Background: an optimization exercise with open tools, aiming at small area, a short achievable clock period and few clock cycles per item. Do not read the settings as production practice.
No functional check of the RTL was part of this run.
Power and IR drop assume default switching activity.

==> design.v <==
module bm_select (
    input  wire        clk,
    input  wire        rst,
    input  wire [11:0] cfg_dmin,
    input  wire [31:0] cfg_tex,
    input  wire [31:0] cfg_uniq,
    input  wire        cfg_sp,
    input  wire        s_valid,
    output wire        s_ready,
    input  wire [32:0] s_cost,
    input  wire        s_eval,
    input  wire        s_last,
    input  wire [32:0] s_text,
    output wire        m_valid,
    input  wire        m_ready,
    output wire [15:0] m_disp
);
    reg  [5:0]  k;           
    reg         pend;        
    reg         mv;
    reg         srdy;
    reg  [15:0] disp;
    reg         found;
    reg  [32:0] B;
    reg  [5:0]  p;
    reg         d2;          
    reg         hasF;
    reg  [32:0] F;
    reg         aok;
    reg  [33:0] A;           
    reg  [34:0] bS;          
    reg  [32:0] prev;
    reg         pe;
    reg         dvo;         
    reg  [2:0]  dcnt;
    reg  [4:0]  q;
    reg  [32:0] V;           
    reg         rs;          
    reg  [39:0] acc;
    reg         sat;
    reg  [4:0]  mc;          
    reg  [11:0] dmin_r;
    reg         sp_r;
    reg         t_gt, t_eq, t_ge;
    assign s_ready = srdy;
    assign m_valid = mv;
    assign m_disp  = disp;
    wire        fire = s_valid && srdy;
    wire [32:0] c    = s_cost;
    wire        k0   = (k == 6'd0);
    wire        fnd  = found && !k0;
    wire        nb   = s_eval && (!fnd || c < B);
    wire        isb  = fnd && !nb && !d2;
    wire        fupd = fnd && !nb && d2 && s_eval && (!hasF || c < F);
    wire        a_lt_f = A[32:0] < F;
    wire        dstart = isb && s_eval && aok && cfg_sp;
    wire mdone   = !rs && (mc == 5'd0);
    wire bg_done = (!found || !hasF || mdone) && (!dvo || dcnt == 3'd0);
    wire fin     = pend && bg_done && !mv;
    reg  [5:0] k_n;
    reg        pend_n, mv_n, found_n, d2_n, hasF_n, aok_n, pe_n, dvo_n, rs_n;
    reg  [2:0] dcnt_n;
    reg  [4:0] mc_n;
    wire [4:0] mstart = V[32]           ? 5'd17 :
                        |V[31:24]       ? 5'd16 :
                        |V[23:16]       ? 5'd12 :
                        |V[15:8]        ? 5'd8  : 5'd4;
    always @* begin
        k_n = k; pend_n = pend; found_n = found; d2_n = d2; hasF_n = hasF;
        aok_n = aok; pe_n = pe; dvo_n = dvo; dcnt_n = dcnt; rs_n = 1'b0; mc_n = mc;
        mv_n = fin || (mv && !m_ready);
        if (fire && s_last) pend_n = 1'b1;
        else if (fin)       pend_n = 1'b0;
        if (rs)              mc_n = mstart;
        else if (mc != 5'd0) mc_n = mc - 5'd1;
        if (dcnt != 3'd0) dcnt_n = dcnt - 3'd1;
        if (fire) begin
            k_n  = s_last ? 6'd0 : k + 6'd1;
            pe_n = s_eval;
            if (nb) begin
                found_n = 1'b1;
                d2_n    = 1'b0;
                hasF_n  = fnd && (d2 || hasF || aok);
                aok_n   = pe && !k0;
                dvo_n   = 1'b0;
                dcnt_n  = 3'd0;
                rs_n    = 1'b1;
            end else begin
                if (k0) begin
                    found_n = 1'b0;
                    hasF_n  = 1'b0;
                    aok_n   = 1'b0;
                    dvo_n   = 1'b0;
                    dcnt_n  = 3'd0;
                end
                if (fnd)  d2_n   = 1'b1;
                if (fupd) hasF_n = 1'b1;
                if (dstart) begin
                    dvo_n  = 1'b1;
                    dcnt_n = 3'd6;
                end
            end
        end
    end
    wire mdone_n   = !rs_n && (mc_n == 5'd0);
    wire bg_done_n = (!found_n || !hasF_n || mdone_n) && (!dvo_n || dcnt_n == 3'd0);
    wire srdy_n    = !pend_n || (bg_done_n && !mv_n);
    wire [33:0] Vx   = {1'b0, V};
    wire [3:0]  mj   = mc - 5'd1;
    wire        v_hi = Vx[{mj, 1'b1}];
    wire        v_lo = Vx[{mj, 1'b0}];
    wire [42:0] madd = {1'b0, acc, 2'b00} + (v_hi ? {9'd0, B, 1'b0} : 43'd0)
                                          + (v_lo ? {10'd0, B} : 43'd0);
    wire [33:0] alpha = A - {1'b0, B};
    wire [34:0] S     = {1'b0, A} + bS - {1'b0, B, 1'b0};
    wire [35:0] r2    = {1'b0, A, 1'b0};
    wire [35:0] rt    = r2 - {1'b0, bS};
    wire        qb    = !rt[35];
    wire [39:0] f100   = {1'b0, F, 6'd0} + {2'b0, F, 5'd0} + {5'b0, F, 2'd0};
    wire        uq     = !hasF || (!sat && (f100 > acc));
    wire        tex_ok = t_gt || (t_eq && t_ge);
    wire        pre_ok = found && tex_ok;
    wire [5:0]  qm     = {1'b0, q} - 6'd15;
    wire [4:0]  off    = dvo ? qm[5:1] : 5'd0;
    wire [11:0] d_ok   = dmin_r + {6'd0, p} - {11'd0, off[4]};
    wire [11:0] d_bad  = dmin_r - 12'd1;
    wire [15:0] val_ok  = sp_r ? {d_ok, off[3:0]} : {{4{d_ok[11]}}, d_ok};
    wire [15:0] val_bad = sp_r ? {d_bad, 4'd0}    : {{4{d_bad[11]}}, d_bad};
    always @(posedge clk) begin
        if (rst) begin
            k     <= 6'd0;
            pend  <= 1'b0;
            mv    <= 1'b0;
            srdy  <= 1'b1;
            found <= 1'b0;
            d2    <= 1'b0;
            hasF  <= 1'b0;
            aok   <= 1'b0;
            pe    <= 1'b0;
            dvo   <= 1'b0;
            dcnt  <= 3'd0;
            rs    <= 1'b0;
            mc    <= 5'd0;
        end else begin
            k     <= k_n;
            pend  <= pend_n;
            mv    <= mv_n;
            srdy  <= srdy_n;
            found <= found_n;
            d2    <= d2_n;
            hasF  <= hasF_n;
            aok   <= aok_n;
            pe    <= pe_n;
            dvo   <= dvo_n;
            dcnt  <= dcnt_n;
            rs    <= rs_n;
            mc    <= mc_n;
        end
    end
    always @(posedge clk) begin
        if (fin)
            disp <= (pre_ok && uq) ? val_ok : val_bad;
        if (rs) begin
            acc <= 40'd0;
            sat <= 1'b0;
        end else if (mc != 5'd0) begin
            acc <= madd[39:0];
            sat <= sat || (madd[42:40] != 3'd0);
        end
        if (fire && nb)
            A <= {1'b0, prev};
        else if (dcnt == 3'd6)
            A <= alpha;
        else if (dcnt != 3'd0)
            A <= qb ? rt[33:0] : r2[33:0];
        if (dcnt == 3'd6)
            bS <= S;
        else if (fire && fnd && !d2)
            bS <= {2'b0, c};
        if (dcnt != 3'd0 && dcnt != 3'd6)
            q <= {q[3:0], qb};
        if (fire) begin
            prev   <= c;
            V      <= {1'b0, cfg_uniq} + 33'd100;
            dmin_r <= cfg_dmin;
            sp_r   <= cfg_sp;
            t_gt   <= s_text[32:16] >  {1'b0, cfg_tex[31:16]};
            t_eq   <= s_text[32:16] == {1'b0, cfg_tex[31:16]};
            t_ge   <= s_text[15:0]  >= cfg_tex[15:0];
            if (nb) begin
                B <= c;
                p <= k;
                if (fnd && (d2 || (aok && (!hasF || a_lt_f))))
                    F <= d2 ? B : A[32:0];
            end else if (fupd)
                F <= c;
        end
    end
endmodule
==> run.sh <==
#!/bin/bash
# synth_recipe.tcl (not shown) runs the flow's synth.tcl, then flattens the netlist and writes it again
# the make line also repeats each setting of config.mk as NAME=value (left out here)
make -C /OpenROAD-flow-scripts/flow DESIGN_CONFIG=/design/flow/config.mk WORK_HOME=/design/flow/orfs CLKGATE_MAP_FILE= SYNTH_SCRIPT=/design/flow/synth_recipe.tcl finish
==> config.mk <==
export PLATFORM = sky130hd
export DESIGN_NAME = bm_select
export DESIGN_NICKNAME = bm_select
export VERILOG_FILES = /design/flow/design.v
export SDC_FILE = /design/flow/constraint.sdc
export NUM_CORES = 4
export LEC_CHECK = 0
export CAP_MARGIN = 20
export CORE_MARGIN = 2
export CORE_UTILIZATION = 40
export SLEW_MARGIN = 20
==> constraint.sdc <==
create_clock -name core_clock -period 12.0 [get_ports {clk}]
set_input_delay 2.4000 -clock core_clock [delete_from_list [all_inputs] [get_ports {clk}]]
set_output_delay 2.4000 -clock core_clock [all_outputs]
set_load 0.01 [all_outputs]
==> metrics list <==
- The congestion estimate from routability-driven global placement came to 0.9041.
- Timing would allow up to 135.3 MHz.
* Post-synth top area share: 25.21%
* Basic-gate share of the synthesized area counting and, or, nand and nor cells: 13.20%
- Total power per unit cell area: 220.1 mW/mm²
- Avg Inst Size Synth: 9.018 µm²
- When the netlist entered floorplanning its net count stood at 3827.
* Area occupied by multi-input gates: 0.01849 mm²
* Per-cell via count in the routed design: 5.350
- R2R Setup Slk: 4.61 ns
- The number of max-slew violations in the final report came to 0.
* DRT antenna net count: 0
- Drt drc: 0
- Later-pin clock latency in the skew report: 0.58 ns
- The clock net in this run drives a total of 309 sinks.
- Peak per-stage delay on the critical path: 0.67 ns
- Buffer levels on the longest clock path: 3
- Layout Nets: 3971
* Area grow syn2layout: 13.81%
* Worst min path class: flip-flop to flip-flop
- Between clock sinks in the finished design, the worst skew comes to 0.02901 ns.
* Post-Synthesis Cell Area: 0.02895 mm²
- For this run, the number of Yosys warnings is 1.
* Post-synthesis mux area share: 2.658%
* Hold-critical path depth: 2
- Pin count of the biggest net entering global routing: 92
* Layout cell share with drive strength beyond 1: 3.663%
- The slowest stage of the critical path is the sky130_fd_sc_hd__nor4_1 cell.
* Via count of the first global-routing pass: 22812
- Sequential cell area: 0.008621 mm²
* Placement-stage worst setup slack: 4.522 ns
* Cell leakage power: 14.71 nW
- After routing, the total negative slack on setup checks comes to 0 ns.
- After Yosys synthesis, full adders, half adders and majority gates account for 22.77% of the synthesized area.
* Type of element launching the critical path: flip-flop
- Final worst path period share: 61.57%
- By area, the combinational part of the netlist is dominated by adder cells.
- The first global-routing pass estimated 122.9 mm of wire.
* Placeable core area: 0.07161 mm²
- The netlist uses 87 different library cells.
- # Max-Cap Violations: 0
- The flow ran to the end and the layout has no timing, DRC or antenna violations.
- Height of the chip: 273.0 µm
* Top cell by count, worst path: sky130_fd_sc_hd__o21ai_0
- Counting the fill cells in the layout gives 6974.
- The synthesized design contains 309 register bits.
- I/O Pins: 167
* Critical Path AT: 7.67 ns
* Worst R2R Path Depth: 25
- CTS placed an instance of sky130_fd_sc_hd__clkbuf_16 at the clock tree root.
- Crit path kind: flip-flop to flip-flop
- Count of input and output buffers: 166
* Crit path time final: 7.389 ns
- Clock edge transition at the registers on the reported setup and hold paths: 0.05 ns
- Counting the buffers created by CTS gives 41.
- Leaving out fill and tap cells, the most frequent cells in the layout are 409 x sky130_fd_sc_hd__inv_1, 370 x sky130_fd_sc_hd__ha_1, 326 x sky130_fd_sc_hd__nand2_1.
* Most common library cell in the layout ignoring fill and taps: sky130_fd_sc_hd__inv_1
- WL per Instance: 17.56 µm
- In this run the worst path has a maximum fanout of 19.
* Area leader, netlist: sky130_fd_sc_hd__edfxtp_1
- Part of the Yosys area used for sequential elements: 29.77%
- Endpoint kind of the worst setup timing path: flip-flop
- For this design, the CTS-stage hold fixing added 0 buffers.
- In this run the post-CTS setup repair buffer count came out at 0.
- Prevailing post-synth register cell: sky130_fd_sc_hd__edfxtp_1
* Cells after Synth: 3210
- The synthesized design contains 243 enable-type register cells.
- Die boundary width: 273.0 µm
* Overall routed net length: 76.12 mm
- Synthesized-area fraction occupied by ao, oa, aoi and oai cells: 19.29%
- In this run the core area contains 98 standard-cell rows.
* Setup repair after global routing missed its margin: no
- The repair_antennas step left the layout with diodes totalling 0.
- Count of final hold-check violations: 0
- Cell area after placement: 0.03162 mm²
- Global routing used 20.41% of the available tracks.
- Rel. slew slack: 25.08%
- TritonCTS built the clock tree.
* Initial Util: 40.42%
* Half-perimeter wire length after detailed placement: 60.69 mm
- Once layout is done, the placed cells without fillers occupy 0.03294 mm².
- The initial antenna violation count is 0.
- By area the synthesized netlist is led by sky130_fd_sc_hd__edfxtp_1 25%, sky130_fd_sc_hd__ha_1 16%, sky130_fd_sc_hd__fa_1 6.8%.
- After layout, the worst setup slack is 4.611 ns.
- Number of DRC markers in iteration 0: 1493
- Setup-failing EPs final: 0
- Die Outline Area: 0.07453 mm²
- Via count: 23194
* H-tree depth: 2
- Of the total synthesized cell area, the portion taken by XOR and XNOR cells is 5.809%.
- Worst endpoint required time: 12.28 ns
- For the pin with the worst max-slew slack, the measured transition is 1.124 ns.
- Post-CTS repair changed the size of 0 cells.
* Worst supply voltage drop on vdd: 0.0001713 V
- Before antenna repair, the detailed router went through 5 iterations.
- Gr ovfl total: 0
- After synthesis, the share of flip-flops with an asynchronous set or reset is 0%.
[cells by family after synthesis]
logic type,after synthesis
buffers and inverters,491
AND/OR/NAND/NOR,822
AO/OA/AOI/OAI,864
flip-flops,309
XOR/XNOR,192
adder cells (fa/ha/maj),468
multiplexers,64
[per-stage QoR]
stage | power [W] | instances | util [%] | hold WS [ns]
floorplan | 0.005033 | 3210 | - | 0.4156
finish | 0.007251 | 4335 | 46.00 | 0.4503
detailed placement | 0.005989 | 4261 | 44.15 | 0.4396
global placement | 0.005979 | 4261 | 44.15 | 0.4340
CTS | 0.007270 | 4335 | 46.00 | 0.4489
global route | 0.007977 | 4335 | 46.00 | 0.4675
[routing by layer]
layer	GRT usage (%)	vias up	share of wire (%)
met2	32.15	493	44
met4	4.659	0	1.7
met3	2.179	74	4.5
met1	30.02	10878	50
li1	-	11749	-
met5	0	-	0
[layout make-up]
| class | count | area share (%) |
|---|---|---|
| clock inverter | 24 | 0.6989 |
| sequential | 309 | 26.17 |
| inverter | 412 | 4.710 |
| tap | 950 | 3.608 |
| clock buffer | 50 | 3.312 |
| multi-input combinational | 2410 | 56.14 |
| timing repair buffer | 180 | 5.363 |
[path summary, 6_finish.rpt]
| path | start | end |
|---|---|---|
| max | F[0]$_DFFE_PP_ | disp[12]$_DFFE_PP_ |
| max reg2reg | F[0]$_DFFE_PP_ | disp[12]$_DFFE_PP_ |
| min reg2reg | acc[2]$_SDFFE_PP0N_ | acc[2]$_SDFFE_PP0N_ |
| min | acc[2]$_SDFFE_PP0N_ | acc[2]$_SDFFE_PP0N_ |
[cell usage after synthesis (28+ instances only)]
master and n:
sky130_fd_sc_hd__a31oi_1 28, sky130_fd_sc_hd__nand4_1 50, sky130_fd_sc_hd__nand2_1 327, sky130_fd_sc_hd__fa_1 98
sky130_fd_sc_hd__nand3_1 52, sky130_fd_sc_hd__a211oi_1 41, sky130_fd_sc_hd__xor2_1 68, sky130_fd_sc_hd__edfxtp_1 243
sky130_fd_sc_hd__nor2_1 180, sky130_fd_sc_hd__ha_1 370, sky130_fd_sc_hd__o21a_1 50, sky130_fd_sc_hd__a21oi_1 237
sky130_fd_sc_hd__nor3_1 49, sky130_fd_sc_hd__mux2i_1 51, sky130_fd_sc_hd__nor2b_1 33, sky130_fd_sc_hd__clkbuf_1 58
sky130_fd_sc_hd__a21o_1 132, sky130_fd_sc_hd__dfxtp_1 66, sky130_fd_sc_hd__nand2b_1 35, sky130_fd_sc_hd__xnor2_1 124
sky130_fd_sc_hd__inv_1 411, sky130_fd_sc_hd__o21ai_0 188
[worst max-delay path: cells and delay by family, from the launching register on]
family          cells  cell delay [ns]
fa+ha+maj           4             1.48
simple gates        6             1.51
buf+inv             1             0.32
flops               1             0.51
mux                 1             0.25
compound gates     11             2.73
xor+xnor            2             0.32
[power by group]
| group | internal, W | leakage (nW) | total, W | switching, W |
|---|---|---|---|---|
| Sequential | 0.00134 | 2.84 | 0.00148 | 0.000141 |
| Combinational | 0.00191 | 11.2 | 0.00453 | 0.00262 |
| Clock | 0.000732 | 0.642 | 0.00124 | 0.000505 |
[sequential cells by signal, indices dropped and copies added, names as in the netlist, 3 cells and up]
name / flops
A: 34
B: 33
F: 33
V: 33
acc: 40
bS: 35
dcnt: 3
disp: 16
dmin_r: 12
k: 6
mc: 5
p: 6
prev: 33
q: 5

[what the ideal ports hide]
In the flow no input, the clock included, has a driving cell. The finished layout below was timed again as built, in two steps. Step 1 (the two cells are an assumption about what drives the block):
set clk [get_ports {clk}]
set_driving_cell -lib_cell sky130_fd_sc_hd__clkbuf_16 $clk
set_driving_cell -lib_cell sky130_fd_sc_hd__buf_2 [delete_from_list [all_inputs] $clk]
Step 2 moves the port delays by t, midway between the first and last clock arrival at a register: inputs arrive t later, outputs are due t later. That takes back most of the time a late clock gives input paths. Three values: ideal, step 1, step 2; two values: the first two.
t (ns): 0.629
setup slack, ns: 4.611 / 4.611 / 4.581
hold slack, ns: 0.450 / 0.450 / 0.450
worst slew at a driven data input, ns: 0.08
pins driven straight from the clock port: 1
After both steps setup and hold are still met in this run. For this run, drivers alone change the setup slack by 0.000 ns; drivers and shift together by -0.030 ns.
